What follows belongs to an exercise in optimizing a design on an open flow for small area; a production flow would make more cautious choices.
Only simulation tests tie the RTL to the original design; equivalence was not proved.
The flow treats the clock pin as an ideal source. Dropping or thinning the clock tree relies on that and would not hold on a real chip.
Power and IR drop assume default switching activity.

// ric
module ric (
    input  wire        clk,
    input  wire        rst,
    input  wire        cmd_valid,
    output wire        cmd_ready,
    input  wire [3:0]  cmd_op,
    input  wire [8:0]  cmd_arg,
    output wire        rsp_valid,
    output wire        rsp_err,
    output wire [7:0]  rsp_ecode,
    output wire [63:0] rsp_cnt0,
    output wire [31:0] rsp_cnt1,
    output wire [15:0] rsp_cnt2,
    output wire [18:0] rsp_status,
    output wire [8:0]  rsp_mode,
    output wire [1:0]  rsp_snap,
    output wire [1:0]  rsp_pins,
    output wire        bus_req,
    output wire        bus_we,
    output wire [6:0]  bus_addr,
    output wire [3:0]  bus_len,
    output wire [7:0]  bus_wdata,
    input  wire        bus_rvalid,
    input  wire [7:0]  bus_rdata,
    input  wire        bus_done,
    input  wire        bus_err,
    input  wire [7:0]  bus_ecode
);
For scale: roughly 75 flip-flops.
Settings: LEC_CHECK=0, CAP_MARGIN=20, CORE_MARGIN=2, CORE_UTILIZATION=40, SLEW_MARGIN=20; clock period 10.0 ns.
standard.sh (not shown) runs the stock make flow with config.mk's settings and CLKGATE_MAP_FILE= SYNTH_SCRIPT=/design/flow/synth_recipe.tcl, a recipe that flattens the netlist after the stock synthesis.
==> flow/flow/run.sh <==
#!/bin/bash
set -euo pipefail
export BUFFER_PORTS_ARGS="-buffer_cell sky130_fd_sc_hd__buf_1"
export CTS_ARGS="-sink_clustering_enable -repair_clock_nets -dont_use_dummy_load -sink_clustering_size 30 -sink_clustering_max_diameter 80 -buf_list {sky130_fd_sc_hd__clkbuf_8 sky130_fd_sc_hd__clkbuf_16}"
bash standard.sh finish > standard_make.log 2>&1
Then changed:
==> flow/flow/run.sh (replaced) <==
#!/bin/bash
# The standard layout, with three changes:
#  - after the standard synthesis, the combinational logic is mapped again
#    for area (remap.tcl); the registers are left exactly as synthesized;
#  - ports are buffered with the smallest buffer;
#  - CTS adds no dummy loads.
set -euo pipefail
WORK=$(pwd)
RES=$WORK/orfs/results/$FLOW_PLATFORM/ric/base
LOGS=$WORK/orfs/logs/$FLOW_PLATFORM/ric/base
export BUFFER_PORTS_ARGS="-buffer_cell sky130_fd_sc_hd__buf_1"
export CTS_ARGS="-sink_clustering_enable -repair_clock_nets -dont_use_dummy_load -buf_list {sky130_fd_sc_hd__clkbuf_8}"

bash standard.sh synth > log_standard_synth.txt 2>&1

# the abc call of the standard synthesis gives the don't-use list
export REMAP_DONT_USE="$(grep -m1 '^abc -script' $LOGS/1_2_yosys.log | grep -oE -- '-dont_use [^ ]+' | tr '\n' ' ')"
export REMAP_LIB=$FLOW_HOME/platforms/$FLOW_PLATFORM/lib/sky130_fd_sc_hd__tt_025C_1v80.lib
export REMAP_ABC=$WORK/flow/area.abc
export REMAP_IN=$WORK/standard_1_2_yosys.v
export REMAP_OUT=$WORK/remapped_1_2_yosys.v
cp $RES/1_2_yosys.v $REMAP_IN
yosys -c $WORK/flow/remap.tcl > log_remap.txt 2>&1
cp $REMAP_OUT $RES/1_2_yosys.v
rm -f $RES/1_synth.odb $RES/1_synth.sdc

bash standard.sh finish > log_standard_finish.txt 2>&1
==> flow/flow/area.abc (new file) <==
strash
dch -f
map -a
mfs2 -W 4 -M 5000
strash
dch -f
map -a
mfs2 -W 4 -M 5000
strash
dch -f
map -a
topo
==> flow/flow/remap.tcl (new file) <==
# Re-map the combinational logic of the standard synthesis netlist for area.
# Registers are kept exactly as they are: same instances, names and cell types.
yosys -import
set lib $::env(REMAP_LIB)
read_liberty -overwrite -setattr liberty_cell -ignore_miss_func -ignore_miss_dir $lib
read_verilog -overwrite $::env(REMAP_IN)
hierarchy -top $::env(FLOW_TOP)
# every sequential cell stays an instance; the rest is flattened into gates
setattr -mod -set keep_hierarchy 1 *__*df* *__*dl* *__conb*
flatten
opt_clean -purge
opt -fast
abc -script $::env(REMAP_ABC) -liberty $lib {*}$::env(REMAP_DONT_USE)
opt_clean -purge
splitnets
opt_clean -purge
hilomap -singleton -hicell sky130_fd_sc_hd__conb_1 HI -locell sky130_fd_sc_hd__conb_1 LO
insbuf -buf sky130_fd_sc_hd__buf_4 A X
setattr -mod -set blackbox 1 A:liberty_cell
stat -liberty $lib
check
write_verilog -noattr -nohex -nodec $::env(REMAP_OUT)
--- a/flow/config.mk
+++ b/flow/config.mk
@@ -9,3 +9,4 @@
 export CORE_MARGIN = 2
-export CORE_UTILIZATION = 40
+export CORE_UTILIZATION = 70
+export PLACE_DENSITY = 0.75
 export SLEW_MARGIN = 20
Power goes down by about 2%.
Final cell count goes down by about 8%.
Critical path depth goes up by 3.
Hold slack hardly moves.
Global-route usage goes up by 11 points.
Clock power goes down by about 3%.
Die area goes down by about 45%.
Synthesized area goes down by 6.6%.

========
Setup of run A:
Starting RTL as in the previous note.
// ric
module ric (
    input  wire        clk,
    input  wire        rst,
    input  wire        cmd_valid,
    output wire        cmd_ready,
    input  wire [3:0]  cmd_op,
    input  wire [8:0]  cmd_arg,
    output wire        rsp_valid,
    output wire        rsp_err,
    output wire [7:0]  rsp_ecode,
    output wire [63:0] rsp_cnt0,
    output wire [31:0] rsp_cnt1,
    output wire [15:0] rsp_cnt2,
    output wire [18:0] rsp_status,
    output wire [8:0]  rsp_mode,
    output wire [1:0]  rsp_snap,
    output wire [1:0]  rsp_pins,
    output wire        bus_req,
    output wire        bus_we,
    output wire [6:0]  bus_addr,
    output wire [3:0]  bus_len,
    output wire [7:0]  bus_wdata,
    input  wire        bus_rvalid,
    input  wire [7:0]  bus_rdata,
    input  wire        bus_done,
    input  wire        bus_err,
    input  wire [7:0]  bus_ecode
);
==> flow/config.mk <==
export PLATFORM = sky130hd
export DESIGN_NAME = ric
export DESIGN_NICKNAME = ric
export VERILOG_FILES = /design/flow/design.v
export SDC_FILE = /design/flow/constraint.sdc
export NUM_CORES = 4
export LEC_CHECK = 0
export CAP_MARGIN = 20
export CORE_MARGIN = 2
export CORE_UTILIZATION = 40
export SLEW_MARGIN = 20
==> flow/constraint.sdc <==
create_clock -name core_clock -period 10.0 [get_ports {clk}]
set_input_delay 2.0000 -clock core_clock [delete_from_list [all_inputs] [get_ports {clk}]]
set_output_delay 2.0000 -clock core_clock [all_outputs]
set_load 0.01 [all_outputs]
==> flow/flow/run.sh <==
#!/bin/bash
set -euo pipefail
export BUFFER_PORTS_ARGS="-buffer_cell sky130_fd_sc_hd__buf_1"
export CTS_ARGS="-sink_clustering_enable -repair_clock_nets -dont_use_dummy_load -buf_list {sky130_fd_sc_hd__clkbuf_4 sky130_fd_sc_hd__clkbuf_8}"
bash standard.sh finish > standard_make.log 2>&1
Input changes introduced in run B (baseline for comparison: run A):
==> flow/run.sh (new file) <==
#!/bin/bash
# synth_recipe.tcl (not shown) runs the flow's synth.tcl, then flattens the netlist and writes it again
# the make line also repeats each setting of config.mk as NAME=value (left out here)
make -C /OpenROAD-flow-scripts/flow DESIGN_CONFIG=/design/flow/config.mk WORK_HOME=/design/flow/orfs CLKGATE_MAP_FILE= SYNTH_SCRIPT=/design/flow/synth_recipe.tcl finish
removed: flow/flow/run.sh
removed: flow/standard.sh
Notes after the runs:
Run B finished every stage and its layout cleared the timing, DRC and antenna checks.
Compared with run A, run B shows a lower setup slack on the worst flop-to-flop path.
[run B] final instance area rose 29% relative to run A
On part of the power in combinational logic, the higher figure sits with run B, not run A.
Number of global-route vias before repair (run B vs. run A) increases by a little under 10%
## Diff of input files: run C against run B
==> flow/flow/run.sh (new file) <==
#!/bin/bash
set -euo pipefail
export BUFFER_PORTS_ARGS="-buffer_cell sky130_fd_sc_hd__buf_1"
export CTS_ARGS="-sink_clustering_enable -repair_clock_nets -dont_use_dummy_load -buf_list {sky130_fd_sc_hd__clkbuf_4 sky130_fd_sc_hd__clkbuf_8}"
bash standard.sh finish > standard_make.log 2>&1
==> flow/standard.sh (new file) <==
#!/bin/bash
# synth_recipe.tcl (not shown) runs the flow's synth.tcl, then flattens the netlist and writes it again
# the make line also repeats each setting of config.mk as NAME=value (left out here)
make -C /OpenROAD-flow-scripts/flow DESIGN_CONFIG=/design/flow/config.mk WORK_HOME=/design/flow/orfs CLKGATE_MAP_FILE= SYNTH_SCRIPT=/design/flow/synth_recipe.tcl "${@:-finish}"
diff --git a/flow/config.mk b/flow/config.mk
--- a/flow/config.mk
+++ b/flow/config.mk
@@ -10 +10,2 @@
-export CORE_UTILIZATION = 40
+export CORE_UTILIZATION = 70
+export PLACE_DENSITY = 0.75
removed: flow/run.sh
==> comparison <==
Run C: all stages complete, timing, DRC and antenna checks passed
Insertion delay to the later sink of the worst-skew pair delta (run C -> run B): insignificant
Routed wire length down 13% in run C wrt run B
Diff run B -> run C: clock period minus final worst setup slack decreased 0.75 ns, share of total power consumed by net switching rose by 0.83 points, top achievable clock speed picked up an extra about 14%, die area lost 4700 µm², power share of the sequential group increased by 11 points relative to the old numbers.

========
Setup of quartz:
ric, a different RTL version from the one above (not shown whole).
Size: roughly 210 I/O pins, roughly 3800 um2 of cells after synthesis.
==> flow/config.mk <==
export PLATFORM = sky130hd
export DESIGN_NAME = ric
export DESIGN_NICKNAME = ric
export VERILOG_FILES = /design/flow/design.v
export SDC_FILE = /design/flow/constraint.sdc
export NUM_CORES = 4
export LEC_CHECK = 0
export CAP_MARGIN = 0
export CORE_MARGIN = 2
export CORE_UTILIZATION = 86
export PLACE_DENSITY = 0.9
export SLEW_MARGIN = 0
==> flow/constraint.sdc <==
create_clock -name core_clock -period 10.0 [get_ports {clk}]
set_input_delay 2.0000 -clock core_clock [delete_from_list [all_inputs] [get_ports {clk}]]
set_output_delay 2.0000 -clock core_clock [all_outputs]
set_load 0.01 [all_outputs]
==> flow/flow/run.sh <==
#!/bin/bash
# The standard layout, with three changes:
#  - after the standard synthesis, the combinational logic is mapped again
#    for area (remap.tcl, with each abc_*.abc script; the smallest netlist
#    that eqcheck.tcl proves equivalent to the standard one is kept); the
#    registers are left exactly as synthesized;
#  - ports are buffered with the smallest buffer;
#  - CTS adds no dummy loads, and its tree is then rebuilt as one root
#    buffer driving a few leaf buffers (post_cts.tcl).
set -euo pipefail
WORK=$(pwd)
RES=$WORK/orfs/results/$FLOW_PLATFORM/ric/base
LOGS=$WORK/orfs/logs/$FLOW_PLATFORM/ric/base
export BUFFER_PORTS_ARGS="-buffer_cell sky130_fd_sc_hd__buf_1"
export POST_CTS_TCL=$WORK/flow/post_cts.tcl
export CTS_ARGS="-sink_clustering_enable -repair_clock_nets -dont_use_dummy_load -buf_list {sky130_fd_sc_hd__clkbuf_8}"

bash standard.sh synth > log_standard_synth.txt 2>&1

# the abc call of the standard synthesis gives the don't-use list
export REMAP_DONT_USE="$(grep -m1 '^abc -script' $LOGS/1_2_yosys.log | grep -oE -- '-dont_use [^ ]+' | tr '\n' ' ')"
export REMAP_LIB=$FLOW_HOME/platforms/$FLOW_PLATFORM/lib/sky130_fd_sc_hd__tt_025C_1v80.lib
export REMAP_IN=$WORK/standard_1_2_yosys.v
cp $RES/1_2_yosys.v $REMAP_IN
# map with each abc script and keep the smallest result
best=""; best_area=""
for abc in $WORK/flow/abc_*.abc; do
  name=$(basename $abc .abc)
  export REMAP_ABC=$abc REMAP_OUT=$WORK/remapped_$name.v
  # a candidate counts only if it is proven equivalent to the standard netlist
  if yosys -c $WORK/flow/remap.tcl > log_remap_$name.txt 2>&1 &&
     EQ_GOLD=$REMAP_IN EQ_GATE=$REMAP_OUT yosys -c $WORK/flow/eqcheck.tcl > log_eqcheck_$name.txt 2>&1; then
    area=$( (grep "Chip area for module '.$FLOW_TOP'" log_remap_$name.txt || true) | tail -n 1 | awk '{print $NF}')
    [[ -n "$area" ]] || continue
    echo "$name $area" >> log_remap_areas.txt
    if [[ -z "$best" ]] || awk -v a="$area" -v b="$best_area" 'BEGIN{exit !(a < b)}'; then
      best=$name; best_area=$area
    fi
  fi
done
echo "chosen ${best:-standard} $best_area" >> log_remap_areas.txt
if [[ -n "$best" ]]; then cp $WORK/remapped_$best.v $RES/1_2_yosys.v; fi
rm -f $RES/1_synth.odb $RES/1_synth.sdc

bash standard.sh finish > log_standard_finish.txt 2>&1
==> flow/flow/abc_f.abc <==
strash
resub -K 8
resub -K 10 -N 2
dc2
dch -f
map -a
mfs2
strash
dch -f
map -a
topo
==> flow/flow/abc_g.abc <==
strash
resub -K 8
resub -K 10 -N 2
dc2
dch -f
map -a
mfs2
strash
resub -K 8
dch -f
map -a
topo
==> flow/flow/abc_h.abc <==
strash
resub -K 8
resub -K 10 -N 2
resub -K 12 -N 2
dc2
dch -f
map -a
mfs2
strash
dch -f
map -a
topo
==> flow/flow/abc_i.abc <==
strash
resub -K 6 -N 2
resub -K 8 -N 2
resub -K 10 -N 2
resub -K 12 -N 3
dc2
dch -f
map -a
mfs2
strash
dch -f
map -a
topo
==> flow/flow/abc_j.abc <==
strash
resub -K 8
resub -K 10 -N 2
dc2
dch -f
map -a
mfs2
strash
resub -K 8
resub -K 10 -N 2
dch -f
map -a
mfs2
strash
resub -K 8
dch -f
map -a
topo
==> flow/flow/abc_k.abc <==
strash
resub -K 8
resub -K 10 -N 2
dc2
dch -f
map -a
mfs2
strash
resub -K 8
dch -f
map -a
mfs2
strash
resub -K 8
dch -f
map -a
topo
==> flow/flow/post_cts.tcl <==
proc xy {s} { set r [$s getAvgXY]; return [lrange $r 1 2] }

proc rebuild_clock_tree {nleaf leaf_name root_name tag} {
  set block [ord::get_db_block]
  set db [ord::get_db]
  set leaf_master [$db findMaster $leaf_name]
  set root_master [$db findMaster $root_name]
  set port_net [[$block findBTerm clk] getNet]
  set root ""
  foreach it [$port_net getITerms] {
    set inst [$it getInst]
    if {[string match "*clkbuf*" [[$inst getMaster] getName]]} { set root $inst }
  }
  set root_out [[$root findITerm X] getNet]
  # the sinks: every flip-flop clock pin below the root
  set sinks {}
  set leaves {}
  foreach it [$root_out getITerms] {
    set inst [$it getInst]
    if {$inst eq $root} { continue }
    if {[string match "*clkbuf*" [[$inst getMaster] getName]]} {
      lappend leaves $inst
      set lnet [[$inst findITerm X] getNet]
      foreach s [$lnet getITerms] { if {[$s getInst] ne $inst} { lappend sinks $s } }
    } else { lappend sinks $it }
  }
  set n [llength $sinks]
  # k-means, seeded by x order
  set sorted [lsort -command {apply {{a b} {expr {[lindex [xy $a] 0] - [lindex [xy $b] 0]}}}} $sinks]
  set cent {}
  for {set k 0} {$k < $nleaf} {incr k} { lappend cent [xy [lindex $sorted [expr {int(($k + 0.5) * $n / $nleaf)}]]] }
  for {set iter 0} {$iter < 30} {incr iter} {
    set sx {}; set sy {}; set cnt {}
    for {set k 0} {$k < $nleaf} {incr k} { lappend sx 0; lappend sy 0; lappend cnt 0 }
    set assign {}
    foreach s $sinks {
      lassign [xy $s] x y
      set best 0; set bd 1e30
      for {set k 0} {$k < $nleaf} {incr k} {
        lassign [lindex $cent $k] cx cy
        set d [expr {abs($x - $cx) + abs($y - $cy)}]
        if {$d < $bd} { set bd $d; set best $k }
      }
      lappend assign $best
      lset sx $best [expr {[lindex $sx $best] + $x}]
      lset sy $best [expr {[lindex $sy $best] + $y}]
      lset cnt $best [expr {[lindex $cnt $best] + 1}]
    }
    for {set k 0} {$k < $nleaf} {incr k} {
      set c [lindex $cnt $k]
      if {$c > 0} { lset cent $k [list [expr {[lindex $sx $k] / $c}] [expr {[lindex $sy $k] / $c}]] }
    }
  }
  # remove the old leaves and their nets
  foreach inst $leaves {
    set lnet [[$inst findITerm X] getNet]
    foreach s [$lnet getITerms] { $s disconnect }
    [$inst findITerm A] disconnect
    odb::dbInst_destroy $inst
    odb::dbNet_destroy $lnet
  }
  foreach s $sinks { if {[$s getNet] ne "NULL"} { $s disconnect } }
  # new leaves
  for {set k 0} {$k < $nleaf} {incr k} {
    set inst [odb::dbInst_create $block $leaf_master "clkleaf_${tag}_$k"]
    set net [odb::dbNet_create $block "clknet_leaf_${tag}_$k"]
    $net setSigType CLOCK
    [$inst findITerm A] connect $root_out
    [$inst findITerm X] connect $net
    lassign [lindex $cent $k] cx cy
    $inst setLocation [expr {int($cx)}] [expr {int($cy)}]
    $inst setPlacementStatus PLACED
    set idx 0
    foreach s $sinks {
      if {[lindex $assign $idx] == $k} { $s connect $net }
      incr idx
    }
  }
  $root swapMaster $root_master
  global_connect
  detailed_placement
  estimate_parasitics -placement
  set m 0
  foreach p [get_pins -hierarchical */CLK] {
    set s [get_property $p slew_max]
    if {$s > $m} { set m $s }
  }
  puts "clock tree: root [$root getName] ($root_name), $nleaf leaves ($leaf_name), [llength $sinks] sinks, max clock-pin slew $m"
  return $m
}

set configs {
  {8 sky130_fd_sc_hd__clkbuf_4 sky130_fd_sc_hd__clkbuf_1}
  {9 sky130_fd_sc_hd__clkbuf_4 sky130_fd_sc_hd__clkbuf_1}
  {5 sky130_fd_sc_hd__clkbuf_8 sky130_fd_sc_hd__clkbuf_2}
  {10 sky130_fd_sc_hd__clkbuf_4 sky130_fd_sc_hd__clkbuf_2}
  {6 sky130_fd_sc_hd__clkbuf_8 sky130_fd_sc_hd__clkbuf_2}
  {12 sky130_fd_sc_hd__clkbuf_4 sky130_fd_sc_hd__clkbuf_4}
  {8 sky130_fd_sc_hd__clkbuf_8 sky130_fd_sc_hd__clkbuf_8}
}
set try 0
foreach cfg $configs {
  lassign $cfg nleaf leaf root
  set slew [rebuild_clock_tree $nleaf $leaf $root $try]
  incr try
  if {$slew < 0.108} { break }
}
Other scripts of this flow, unchanged in this note and not shown: flow/flow/abc_a.abc, flow/flow/abc_b.abc, flow/flow/abc_c.abc, flow/flow/abc_d.abc, flow/flow/abc_e.abc, flow/flow/eqcheck.tcl, flow/flow/remap.tcl
Changes in ember relative to quartz:
- CORE_UTILIZATION changed from 86 to 90
- PLACE_DENSITY changed from 0.9 to 0.92
--- a/flow/flow/post_cts.tcl
+++ b/flow/flow/post_cts.tcl
@@ -92,8 +92,5 @@
 set configs {
-  {8 sky130_fd_sc_hd__clkbuf_4 sky130_fd_sc_hd__clkbuf_1}
-  {9 sky130_fd_sc_hd__clkbuf_4 sky130_fd_sc_hd__clkbuf_1}
-  {5 sky130_fd_sc_hd__clkbuf_8 sky130_fd_sc_hd__clkbuf_2}
-  {10 sky130_fd_sc_hd__clkbuf_4 sky130_fd_sc_hd__clkbuf_2}
-  {6 sky130_fd_sc_hd__clkbuf_8 sky130_fd_sc_hd__clkbuf_2}
-  {12 sky130_fd_sc_hd__clkbuf_4 sky130_fd_sc_hd__clkbuf_4}
+  {8 sky130_fd_sc_hd__clkbuf_4 sky130_fd_sc_hd__clkbuf_4}
+  {5 sky130_fd_sc_hd__clkbuf_8 sky130_fd_sc_hd__clkbuf_4}
+  {6 sky130_fd_sc_hd__clkbuf_8 sky130_fd_sc_hd__clkbuf_4}
   {8 sky130_fd_sc_hd__clkbuf_8 sky130_fd_sc_hd__clkbuf_8}
@@ -105,3 +102,3 @@
   incr try
-  if {$slew < 0.108} { break }
+  if {$slew < 0.115} { break }
 }
removed: flow/flow/abc_f.abc
removed: flow/flow/abc_g.abc
removed: flow/flow/abc_h.abc
removed: flow/flow/abc_i.abc
removed: flow/flow/abc_j.abc
removed: flow/flow/abc_k.abc
[summary]
ember did not finish; a tool error ended it in 3_1_place_gp_skip_io.
Starting density of the core: ember > quartz
The final reports for ember and quartz show synthesized cell count higher in the former.
Summary of ember over quartz: net count of the mapped netlist saw an increase, cell area after synthesis saw an increase.
[inputs] zinc vs ember
- CORE_UTILIZATION now 86, was 90
- PLACE_DENSITY now 0.9, was 0.92
==> flow/flow/abc_f.abc (new file) <==
strash
resub -K 8
resub -K 10 -N 2
dc2
dch -f
map -a
mfs2
strash
dch -f
map -a
topo
==> flow/flow/abc_g.abc (new file) <==
strash
resub -K 8
resub -K 10 -N 2
dc2
dch -f
map -a
mfs2
strash
resub -K 8
dch -f
map -a
topo
==> flow/flow/abc_h.abc (new file) <==
strash
resub -K 8
resub -K 10 -N 2
resub -K 12 -N 2
dc2
dch -f
map -a
mfs2
strash
dch -f
map -a
topo
==> flow/flow/abc_i.abc (new file) <==
strash
resub -K 6 -N 2
resub -K 8 -N 2
resub -K 10 -N 2
resub -K 12 -N 3
dc2
dch -f
map -a
mfs2
strash
dch -f
map -a
topo
==> comparison <==
zinc reached the end of the flow, and the finished layout is clean on the timing, DRC and antenna checks.
zinc vs ember — vertical die dimension climbed slightly
zinc reports a higher row count than ember does.
From ember to zinc the numbers moved as follows: average cell area after synthesis has remained practically unchanged, number of instances in the synthesized netlist now smaller.
The die outline width reported for zinc is greater than that of ember by about 1.8%.
Re initial cell density of the core: ember was higher than zinc.
zinc ends up with a netlist area before placement that is 26 um2 lower than in ember.
Net count after synthesis was lower in zinc than in ember.
### zinc -> maple
==> flow/flow/abc_j.abc (new file) <==
strash
resub -K 8
resub -K 10 -N 2
dc2
dch -f
map -a
mfs2
strash
resub -K 8
resub -K 10 -N 2
dch -f
map -a
mfs2
strash
resub -K 8
dch -f
map -a
topo
==> flow/flow/abc_k.abc (new file) <==
strash
resub -K 8
resub -K 10 -N 2
dc2
dch -f
map -a
mfs2
strash
resub -K 8
dch -f
map -a
mfs2
strash
resub -K 8
dch -f
map -a
topo
--- a/flow/flow/post_cts.tcl
+++ b/flow/flow/post_cts.tcl
@@ -92,4 +92,4 @@
 set configs {
-  {8 sky130_fd_sc_hd__clkbuf_4 sky130_fd_sc_hd__clkbuf_4}
-  {5 sky130_fd_sc_hd__clkbuf_8 sky130_fd_sc_hd__clkbuf_4}
+  {8 sky130_fd_sc_hd__clkbuf_4 sky130_fd_sc_hd__clkbuf_1}
+  {5 sky130_fd_sc_hd__clkbuf_8 sky130_fd_sc_hd__clkbuf_2}
   {6 sky130_fd_sc_hd__clkbuf_8 sky130_fd_sc_hd__clkbuf_4}
## What came out
maple vs zinc, routed metal-1 wirelength went up by about 3%.
Going from zinc to maple, the overall power after layout was found to have gone up by about 3.4%.
In terms of combinational power, maple and zinc differ only marginally.
Input changes introduced in amber (baseline for comparison: maple):
- CORE_UTILIZATION: 86 -> 80
- PLACE_DENSITY: 0.9 -> 0.85
--- a/flow/flow/post_cts.tcl
+++ b/flow/flow/post_cts.tcl
@@ -92,4 +92,4 @@
 set configs {
-  {8 sky130_fd_sc_hd__clkbuf_4 sky130_fd_sc_hd__clkbuf_1}
-  {5 sky130_fd_sc_hd__clkbuf_8 sky130_fd_sc_hd__clkbuf_2}
+  {8 sky130_fd_sc_hd__clkbuf_4 sky130_fd_sc_hd__clkbuf_4}
+  {5 sky130_fd_sc_hd__clkbuf_8 sky130_fd_sc_hd__clkbuf_4}
   {6 sky130_fd_sc_hd__clkbuf_8 sky130_fd_sc_hd__clkbuf_4}
removed: flow/flow/abc_f.abc
removed: flow/flow/abc_g.abc
removed: flow/flow/abc_h.abc
removed: flow/flow/abc_i.abc
removed: flow/flow/abc_j.abc
removed: flow/flow/abc_k.abc
==> notes.md <==
- The worst-path cell with the longest stage delay comes out a21oi_1 in one run and dfxtp_1 in the other, namely in amber and maple respectively.
- Cell count ended up 8 higher on amber than on maple.
- The wire length on met1 in amber sits about 1% below the value recorded for maple.
- Higher total power per unit cell area among maple and amber: maple
- After detailed routing, maple needs more wire than amber.
- maple -> amber: static power due to leakage increased by a few percent
In quartz, zinc, maple and amber the design's own scripts or RTL, not TritonCTS, make the clock network.

-- static timing again, ports no longer ideal --
How much do the figures lean on ideal ports? The routed layouts below were timed once more, with nothing changed but the port constraints. Step 1 (the two cells are an assumption about what drives the block):
set clk [get_ports {clk}]
set_driving_cell -lib_cell sky130_fd_sc_hd__clkbuf_16 $clk
set_driving_cell -lib_cell sky130_fd_sc_hd__buf_2 [delete_from_list [all_inputs] $clk]
Step 2 also shifts input and output timing later by t, the mid clock arrival at the registers, as if the neighbouring blocks saw the same clock. a / b / c = ideal / step 1 / step 2; a / b = the first two.
| run | t (ns) | setup WS [ns] | hold WS [ns] |
|---|---|---|---|
| the first run of note 1 | 0.354 | 4.681 / 4.656 / 4.656 | 0.420 / 0.420 / 0.420 |
| the second run of note 1 | 0.356 | 4.632 / 4.602 / 4.823 | 0.418 / 0.418 / 0.418 |
| run A | 0.354 | 4.681 / 4.656 / 4.656 | 0.420 / 0.420 / 0.420 |
| run B | 0.375 | 3.915 / 3.886 / 3.886 | 0.425 / 0.425 / 0.425 |
| run C | 0.358 | 4.669 / 4.631 / 4.631 | 0.426 / 0.426 / 0.426 |
| quartz | 0.798 | 3.668 / 3.645 / 4.443 | 0.481 / 0.481 / 0.481 |
| zinc | 0.422 | 4.071 / 4.046 / 4.468 | 0.487 / 0.487 / 0.487 |
| maple | 0.412 | 4.075 / 4.052 / 4.448 | 0.485 / 0.485 / 0.485 |
| amber | 0.426 | 4.064 / 4.035 / 4.461 | 0.489 / 0.489 / 0.489 |
After both steps every run listed still meets setup and hold. For run C, which loses most, drivers alone change the setup slack by -0.038 ns; drivers and shift together by -0.038 ns.
